This design comes from an exercise in tuning for small area, a short achievable clock period and few clock cycles on the open sky130 flow, not from production work.
RTL that was checked went through simulation tests only; none was proved equivalent to the original.
Power and IR drop assume default switching activity.

## job 1339
==> flow/design.v (excerpt) <==
module sixel_encoder (
    input  wire        clk,
    input  wire        rst,           
    input  wire        start,         
    input  wire [15:0] width,
    input  wire [15:0] height,
    input  wire [15:0] dbuf_base,
    input  wire [7:0]  ncols,
    output reg         busy,
    output reg         done,
    output reg  [2:0]  err_code,
    output reg         mem_req,
    output reg  [15:0] mem_addr,
    input  wire [7:0]  mem_rdata,
    output reg         out_valid,
    output reg  [7:0]  out_data,
    input  wire        out_ready
);
    localparam E_NONE    = 3'd0;
    localparam E_PRECOND = 3'd3;
    localparam E_BUS     = 3'd6;
    localparam E_CONFIG  = 3'd7;
    localparam RS_IDLE = 3'd0;
    localparam RS_PRE  = 3'd1;    
    localparam RS_CHK  = 3'd2;    
    localparam RS_RD   = 3'd3;    
    localparam RS_END  = 3'd5;    
    localparam E_IDLE  = 4'd0;
    localparam E_HASH  = 4'd1;    
    localparam E_PCD   = 4'd2;    
    localparam E_FIRST = 4'd3;    
    localparam E_ACC   = 4'd4;    
    localparam E_RUN   = 4'd5;    
    localparam E_RDIG  = 4'd6;    
    localparam E_RCH   = 4'd7;    
    localparam E_TERM  = 4'd8;    
    localparam E_FIN   = 4'd9;    
    reg [15:0] w_r;           
    reg [7:0]  n_r;
    reg        w1;            
    reg [2:0]  rs;
    reg [15:0] rows_left;     
    reg        mb_r;          
    reg [2:0]  rl_r;          
    reg [15:0] col_rem;       
    reg        sl_r;          
    reg [2:0]  k;             
    reg        dir;           
    reg        walk;          
    reg        stl;           
    reg        cend_r;        
    reg        cy;            
    reg [7:0]  pc;            
    reg        lp_r;          
    reg [1:0]  pch;           
    reg [3:0]  pct, pcu;
    reg        cq_res;        
    reg        v_d;
    reg [2:0]  k_d;
    reg        cend_d;
    reg        slast_d;
    reg [5:0]  mask;
    reg [5:0]  colq;
    reg        colq_v;
    reg        colq_l;        
    reg [3:0]  es;
    reg [5:0]  cur;
    reg [2:0]  d4;            
    reg [3:0]  d3, d2, d1, d0;
    reg [2:0]  di;
    reg        fin;
    wire       len_le3  = (d4 == 3'd0) && (d3 == 4'd0) && (d2 == 4'd0) &&
                          (d1 == 4'd0) && (d0[3:2] == 2'b00);
    wire [2:0] len_top  = (d4 != 3'd0) ? 3'd4 :
                          (d3 != 4'd0) ? 3'd3 :
  ...
export LEC_CHECK = 0
export CAP_MARGIN = 20
export CORE_MARGIN = 2
export CORE_UTILIZATION = 70
export CTS_BUF_LIST = sky130_fd_sc_hd__clkbuf_8
export CTS_CLUSTER_SIZE = 10
export PLACE_DENSITY = 0.8
export SLEW_MARGIN = 20
create_clock -name core_clock -period 13.0 [get_ports {clk}]
standard.sh (not shown) runs the stock make flow with config.mk's settings and CLKGATE_MAP_FILE= SYNTH_SCRIPT=/design/flow/synth_recipe.tcl, a recipe that flattens the netlist after the stock synthesis.
==> flow/flow/run.sh <==
#!/bin/bash
# The standard layout (the standard.sh: the standard synthesis and the
# standard ORFS steps, at the design's clock period and SDC), with two
# changes in how the layout is made:
#  - the port buffers that global placement inserts are
#    sky130_fd_sc_hd__buf_2 instead of the delay cell buffer_ports picks by
#    default; every port is still buffered;
#  - repair_timing works to a setup slack margin of 9.0 ns, so it sizes and
#    buffers the paths that set the achieved period. The clock period and the
#    constraints are the design's.
# ORFS writes each tool's log under orfs/logs; make's own output goes to
# standard_flow.log.
set -euo pipefail
export BUFFER_PORTS_ARGS="-buffer_cell sky130_fd_sc_hd__buf_2"
export SETUP_SLACK_MARGIN=9.0
bash standard.sh > standard_flow.log 2>&1
Testbench counts of job 1339, summed over its fixed seeds: cycles 153,244.
Inputs modified between job 1339 and job 1864:
-- flow/flow/run.sh --
<<< job 1339, line 8
#  - repair_timing works to a setup slack margin of 9.0 ns, so it sizes and
>>> job 1864, line 8
#  - repair_timing works to a setup slack margin of MARGIN ns, so it sizes and
<<< job 1339, line 15
export SETUP_SLACK_MARGIN=9.0
>>> job 1864, line 15
export SETUP_SLACK_MARGIN=9.3
-- flow/config.mk --
<<< job 1339, line 10
export CORE_UTILIZATION = 70
export CTS_BUF_LIST = sky130_fd_sc_hd__clkbuf_8
export CTS_CLUSTER_SIZE = 10
export PLACE_DENSITY = 0.8
>>> job 1864, line 10
export CORE_UTILIZATION = 60
export CTS_BUF_LIST = sky130_fd_sc_hd__clkbuf_8 sky130_fd_sc_hd__clkbuf_16
export PLACE_DENSITY = 0.72
--- outcome ---
Of job 1339 and job 1864, the lower sequential group share of total power belongs to job 1864.
The data-path buffer share of cell area in the final layout of job 1864 exceeds that of job 1339 by 0.32 points.
Against job 1339, clock power in job 1864 came out worse.
Measured against each other, job 1339 and job 1864 differ in multi-input gate share of the layout cell area, the higher figure coming from job 1339.
Minimum period implied by the final worst setup slack, job 1339 and job 1864, higher one = job 1339.
What job 3236 does differently from job 1864 at the input level:
-- flow/flow/run.sh --
<<< job 1864, line 8
#  - repair_timing works to a setup slack margin of MARGIN ns, so it sizes and
>>> job 3236, line 8
#  - repair_timing works to a setup slack margin of 9.6 ns, so it sizes and
<<< job 1864, line 15
export SETUP_SLACK_MARGIN=9.3
>>> job 3236, line 15
export SETUP_SLACK_MARGIN=9.6
Results
Job 3236 reports a higher number of non-clock buffers in the layout than job 1864 does. Taking job 1864 as the reference, in job 3236 portion of the layout cell area used by non-clock buffers picked up an extra 2.5 points, utilization picked up an extra 2.6 points. Number of iterations in the first detailed-routing pass: job 3236 > job 1864. Job 3236 vs job 1864: setup slack up. Comparing job 3236 with job 1864, the final-layout setup total negative slack came out essentially unchanged. Compared with job 1864, job 3236 shows a relative contribution of sequential cells to total power that is 1.7 points lower. Job 3236 ended up with a higher area of the multi-input gates than job 1864 did.
For job 5331, these inputs were changed with respect to job 3236:
-- flow/flow/run.sh --
<<< job 3236, line 8
#  - repair_timing works to a setup slack margin of 9.6 ns, so it sizes and
>>> job 5331, line 8
#  - repair_timing works to a setup slack margin of 9.3 ns, so it sizes and
<<< job 3236, line 15
export SETUP_SLACK_MARGIN=9.6
>>> job 5331, line 15
export SETUP_SLACK_MARGIN=9.3
-- flow/config.mk --
<<< job 3236, line 10
export CORE_UTILIZATION = 60
export CTS_BUF_LIST = sky130_fd_sc_hd__clkbuf_8 sky130_fd_sc_hd__clkbuf_16
export PLACE_DENSITY = 0.72
>>> job 5331, line 10
export CORE_UTILIZATION = 70
export CTS_BUF_LIST = sky130_fd_sc_hd__clkbuf_8
export CTS_CLUSTER_SIZE = 10
export PLACE_DENSITY = 0.8
Findings:
- Job 5331 | stages: all done | timing, DRC, antenna: all pass
- Job 5331 ends up with a met1 usage that is 4.7 points higher than in job 3236.
- Job 5331 — met3 demand-to-capacity share in global routing 1.6 points higher, job 3236 as reference
- The via count of job 5331 and that of job 3236 are within noise of each other.
- Non-clock buffer count ends up higher on job 3236.
- When job 5331 is measured against job 3236, its worst setup margin turns out 130 ps lower.

========
sixel_encoder, a different RTL version from the one above (not shown whole).
Size in the first run: about 1300 cells after synthesis, ~180 flip-flops.
clock: 13.0 ns
lec_check: 0
cap_margin: 20
core_margin: 2
core_utilization: 60
cts_buf_list: sky130_fd_sc_hd__clkbuf_8 sky130_fd_sc_hd__clkbuf_16
place_density: 0.72
slew_margin: 20
==> flow/flow/run.sh <==
#!/bin/bash
# The standard layout (the standard.sh, unchanged synthesis and steps),
# with one change: the input and output port buffers that global placement
# inserts are sky130_fd_sc_hd__buf_2 instead of the cell buffer_ports picks
# by default (a slow, larger delay buffer). Every port is still buffered.
set -euo pipefail
export BUFFER_PORTS_ARGS="-buffer_cell sky130_fd_sc_hd__buf_2"
bash standard.sh > standard_flow.log 2>&1
Rerun with:
--- a/flow/flow/run.sh
+++ b/flow/flow/run.sh
@@ -7,2 +7,3 @@
 export BUFFER_PORTS_ARGS="-buffer_cell sky130_fd_sc_hd__buf_2"
+export SETUP_SLACK_MARGIN=9.3
 bash standard.sh > standard_flow.log 2>&1
Power is higher by 0.88%.
Sequential power came out lower by about 0.4%.
Global-route usage is higher by 0.13 points.
Routed wire length came out higher by about 0.6%.
Non-clock buffer count rises by 12.
Utilization rose by 0.71 points.
Cell count came out higher by 0.73%.
Cell area rose by about 1%.
Synthesized cell count is unchanged.
No functional check of the RTL was part of any run of this note.

========
sixel_encoder, a different RTL version from the one above (not shown whole).
Size: about 1300 cells after synthesis, ~180 flip-flops, roughly 12000 sq um of cells after synthesis.
clock: 13.0 ns
lec_check: 0
cap_margin: 20
core_margin: 2
core_utilization: 60
cts_buf_list: sky130_fd_sc_hd__clkbuf_8 sky130_fd_sc_hd__clkbuf_16
place_density: 0.72
slew_margin: 20
==> flow/flow/run.sh <==
#!/bin/bash
# The standard layout (the standard.sh, unchanged synthesis and steps),
# with one change: the input and output port buffers that global placement
# inserts are sky130_fd_sc_hd__buf_2 instead of the cell buffer_ports picks
# by default (a slow, larger delay buffer). Every port is still buffered.
set -euo pipefail
export BUFFER_PORTS_ARGS="-buffer_cell sky130_fd_sc_hd__buf_2"
export SETUP_SLACK_MARGIN=9.3
bash standard.sh > standard_flow.log 2>&1
The baseline produced a clean layout.
Testbench counts at the start, summed over its fixed seeds: cycles 153,244.
Change:
==> flow/flow/run.sh (replaced) <==
#!/bin/bash
# The standard layout (the standard.sh: the standard synthesis and the
# standard ORFS steps, at the design's clock period and SDC), with two
# changes in how the layout is made:
#  - the port buffers that global placement inserts are
#    sky130_fd_sc_hd__buf_2 instead of the delay cell buffer_ports picks by
#    default; every port is still buffered;
#  - repair_timing works to a setup slack margin of MARGIN ns, so it sizes and
#    buffers the paths that set the achieved period. The clock period and the
#    constraints are the design's.
# ORFS writes each tool's log under orfs/logs; make's own output goes to
# standard_flow.log.
set -euo pipefail
export BUFFER_PORTS_ARGS="-buffer_cell sky130_fd_sc_hd__buf_2"
export SETUP_SLACK_MARGIN=9.6
bash standard.sh > standard_flow.log 2>&1
After rerunning: Core utilization is higher by 1.2 points; sequential cell count stays the same; die area stays the same; non-clock buffer count is higher by 19; routed wire length is higher by 1.2%; cell count is higher by 1.1%; setup slack is better by 0.040 ns; via count is higher by 1.3%; clock skew hardly moves; clock-buffer cell count is unchanged; final area is higher by 1.8%.

========
Another version of the RTL of sixel_encoder (not shown whole).
Size: about 1300 cells after synthesis, ~200 flip-flops, roughly 99 I/O pins, roughly 12000 µm² of cells after synthesis.
==> flow/config.mk <==
export PLATFORM = sky130hd
export DESIGN_NAME = sixel_encoder
export DESIGN_NICKNAME = sixel_encoder
export VERILOG_FILES = /design/flow/design.v
export SDC_FILE = /design/flow/constraint.sdc
export NUM_CORES = 4
export LEC_CHECK = 0
export CAP_MARGIN = 20
export CORE_MARGIN = 2
export CORE_UTILIZATION = 60
export CTS_BUF_LIST = sky130_fd_sc_hd__clkbuf_8 sky130_fd_sc_hd__clkbuf_16
export PLACE_DENSITY = 0.72
export SLEW_MARGIN = 20
==> flow/constraint.sdc <==
create_clock -name core_clock -period 13.0 [get_ports {clk}]
set_input_delay 2.6000 -clock core_clock [delete_from_list [all_inputs] [get_ports {clk}]]
set_output_delay 2.6000 -clock core_clock [all_outputs]
set_load 0.01 [all_outputs]
==> flow/flow/run.sh <==
#!/bin/bash
# The standard layout (the standard.sh, unchanged synthesis and steps),
# with one change: the input and output port buffers that global placement
# inserts are sky130_fd_sc_hd__buf_2 instead of the cell buffer_ports picks
# by default (a slow, larger delay buffer). Every port is still buffered.
set -euo pipefail
export BUFFER_PORTS_ARGS="-buffer_cell sky130_fd_sc_hd__buf_2"
export SETUP_SLACK_MARGIN=9.3
bash standard.sh > standard_flow.log 2>&1
The first run finished clean.
Testbench counts at the start, summed over its fixed seeds: cycles 158,972.
==> next run, changes <==
--- a/flow/flow/run.sh
+++ b/flow/flow/run.sh
@@ -8 +7,0 @@
-export SETUP_SLACK_MARGIN=9.3
Settings changed: CORE_UTILIZATION 60 to 40, CTS_BUF_LIST sky130_fd_sc_hd__clkbuf_8 sky130_fd_sc_hd__clkbuf_16 to default, PLACE_DENSITY 0.72 to default.
The new run ran to the end with no violations.
Total power fell slightly.
Clock power hardly moves.
Wire length goes up by a few percent.
Setup slack degrades by 0.11 ns.
==> next run, changes <==
Settings changed: CORE_UTILIZATION 40 to 60, CTS_BUF_LIST from default to sky130_fd_sc_hd__clkbuf_4 sky130_fd_sc_hd__clkbuf_8, PLACE_DENSITY from default to 0.72.
What happened: Combinational power came out lower slightly; total power came out lower by a little under a tenth; cell area came out lower by a few percent; die area came out lower by a quarter to a third; wire length came out lower by a few percent; sequential cell count does not change; setup slack gets worse by 0.0049 ns; clock power came out lower by a quarter to a third; via count came out higher slightly; non-clock buffer count came out higher by 1; utilization came out higher by 21 points.

========
Another version of the RTL of sixel_encoder (not shown whole).
==> flow/config.mk <==
export PLATFORM = sky130hd
export DESIGN_NAME = sixel_encoder
export DESIGN_NICKNAME = sixel_encoder
export VERILOG_FILES = /design/flow/design.v
export SDC_FILE = /design/flow/constraint.sdc
export NUM_CORES = 4
export LEC_CHECK = 0
export CAP_MARGIN = 20
export CORE_MARGIN = 2
export CORE_UTILIZATION = 60
export CTS_BUF_LIST = sky130_fd_sc_hd__clkbuf_8 sky130_fd_sc_hd__clkbuf_16
export PLACE_DENSITY = 0.72
export SLEW_MARGIN = 20
==> flow/constraint.sdc <==
create_clock -name core_clock -period 13.0 [get_ports {clk}]
set_input_delay 2.6000 -clock core_clock [delete_from_list [all_inputs] [get_ports {clk}]]
set_output_delay 2.6000 -clock core_clock [all_outputs]
set_load 0.01 [all_outputs]
==> flow/flow/run.sh <==
#!/bin/bash
# The standard layout (the standard.sh, unchanged synthesis and steps),
# with one change: the input and output port buffers that global placement
# inserts are sky130_fd_sc_hd__buf_2 instead of the cell buffer_ports picks
# by default (a slow, larger delay buffer). Every port is still buffered.
set -euo pipefail
export BUFFER_PORTS_ARGS="-buffer_cell sky130_fd_sc_hd__buf_2"
bash standard.sh > standard_flow.log 2>&1
==> next run, changes <==
--- a/flow/flow/run.sh
+++ b/flow/flow/run.sh
@@ -7,0 +8 @@
+export SETUP_SLACK_MARGIN=9.3
Maximum frequency increases by 14%.
Via count barely changes.
Design area increases by 1.6%.
Non-clock buffer count increases by 13.
Synthesized area is unchanged.
Final cell count increases by 0.79%.
Sequential power decreases by about 0.7%.
First-iteration DRC count increases by 11%.
Function was not checked in any run of this note: the RTL went through the layout flow alone.

========
Another version of the RTL of sixel_encoder (not shown whole).
Size in the first run: roughly 1300 cells after synthesis, ~180 flip-flops, about 99 I/O pins, about 11000 um2 of cells after synthesis.
export LEC_CHECK = 0
export CAP_MARGIN = 20
export CORE_MARGIN = 2
export CORE_UTILIZATION = 70
export CTS_BUF_LIST = sky130_fd_sc_hd__clkbuf_8
export CTS_CLUSTER_SIZE = 10
export PLACE_DENSITY = 0.8
export SLEW_MARGIN = 20
create_clock -name core_clock -period 13.0 [get_ports {clk}]
==> flow/flow/run.sh <==
#!/bin/bash
# The standard layout (the standard.sh: the standard synthesis and the
# standard ORFS steps, at the design's clock period and SDC), with two
# changes in how the layout is made:
#  - the port buffers that global placement inserts are
#    sky130_fd_sc_hd__buf_2 instead of the delay cell buffer_ports picks by
#    default; every port is still buffered;
#  - repair_timing works to a setup slack margin of 9.5 ns, so it sizes and
#    buffers the paths that set the achieved period. The clock period and the
#    constraints are the design's.
# ORFS writes each tool's log under orfs/logs; make's own output goes to
# standard_flow.log.
set -euo pipefail
export BUFFER_PORTS_ARGS="-buffer_cell sky130_fd_sc_hd__buf_2"
export SETUP_SLACK_MARGIN=9.5
bash standard.sh > standard_flow.log 2>&1
The baseline went through all stages and came out clean.
Change:
--- a/flow/flow/run.sh
+++ b/flow/flow/run.sh
@@ -7,3 +7,3 @@
 #    default; every port is still buffered;
-#  - repair_timing works to a setup slack margin of 9.5 ns, so it sizes and
+#  - repair_timing works to a setup slack margin of 9.3 ns, so it sizes and
 #    buffers the paths that set the achieved period. The clock period and the
@@ -14,3 +14,3 @@
 export BUFFER_PORTS_ARGS="-buffer_cell sky130_fd_sc_hd__buf_2"
-export SETUP_SLACK_MARGIN=9.5
+export SETUP_SLACK_MARGIN=9.3
 bash standard.sh > standard_flow.log 2>&1
Total power decreases by 4.3%.
Clock power hardly moves.
Critical path depth is unchanged.
Clock skew stays flat.
Final area decreases by 4.7%.
Setup slack loses 0.074 ns.
Via count decreases by 1.0%.
Synthesized cell count is unchanged.
Count of clock-buffer cells in the layout does not change.
Utilization came out lower by 3.9 points.
Maximum frequency goes down by 2.0%.
No run of this note included a check of the RTL's function; only the layout flow was run.

-- re-timing with driven ports --
The results above use ideal ports. As a check the final layouts listed here were re-extracted and re-timed, cells and wires unchanged. Step 1, drivers: a clkbuf_16 drives clk and a buf_2 each remaining input, both assumed. Step 2, shift: input delay + t, output delay - t, t = (earliest + latest rising clock arrival at the registers) / 2. This alone moves slack from input paths to output paths. Three values: ideal ports, drivers, drivers and shift; two values: the first two.
run | t (ns) | slack for setup (ns) | worst setup path after step 2 | worst data-port slew with drivers (ns)
job 1339 | 0.504 | 9.314 / 9.268 / 8.850 | input to register | 0.03
job 1864 | 0.476 | 9.351 / 9.306 / 8.983 | input to register | 0.04
job 3236 | 0.484 | 9.457 / 9.409 / 9.048 | input to register | 0.04
job 5331 | 0.506 | 9.328 / 9.285 / 8.995 | input to register | 0.04
the first run of note 2 | 0.481 | 8.579 / 8.579 / 8.579 | register to register | 0.03
the second run of note 2 | 0.479 | 9.321 / 9.275 / 8.959 | input to register | 0.03
the first run of note 3 | 0.481 | 9.314 / 9.266 / 8.970 | input to register | 0.04
the second run of note 3 | 0.484 | 9.354 / 9.306 / 9.009 | input to register | 0.05
the first run of note 4 | 0.485 | 9.262 / 9.215 / 8.982 | input to register | 0.06
the second run of note 4 | 0.503 | 9.153 / 9.100 / 8.954 | input to register | 0.05
the third run of note 4 | 0.528 | 9.148 / 9.104 / 8.974 | input to register | 0.06
the first run of note 5 | 0.481 | 8.781 / 8.781 / 8.781 | register to register | 0.04
the second run of note 5 | 0.486 | 9.312 / 9.265 / 9.046 | input to register | 0.03
the first run of note 6 | 0.520 | 9.392 / 9.350 / 8.869 | input to register | 0.05
the second run of note 6 | 0.518 | 9.318 / 9.276 / 8.856 | input to register | 0.05
After both steps every run listed still meets setup and hold. The setup slack of the first run of note 6, which loses most, moves by -0.042 ns with the drivers and by -0.523 ns with both steps.
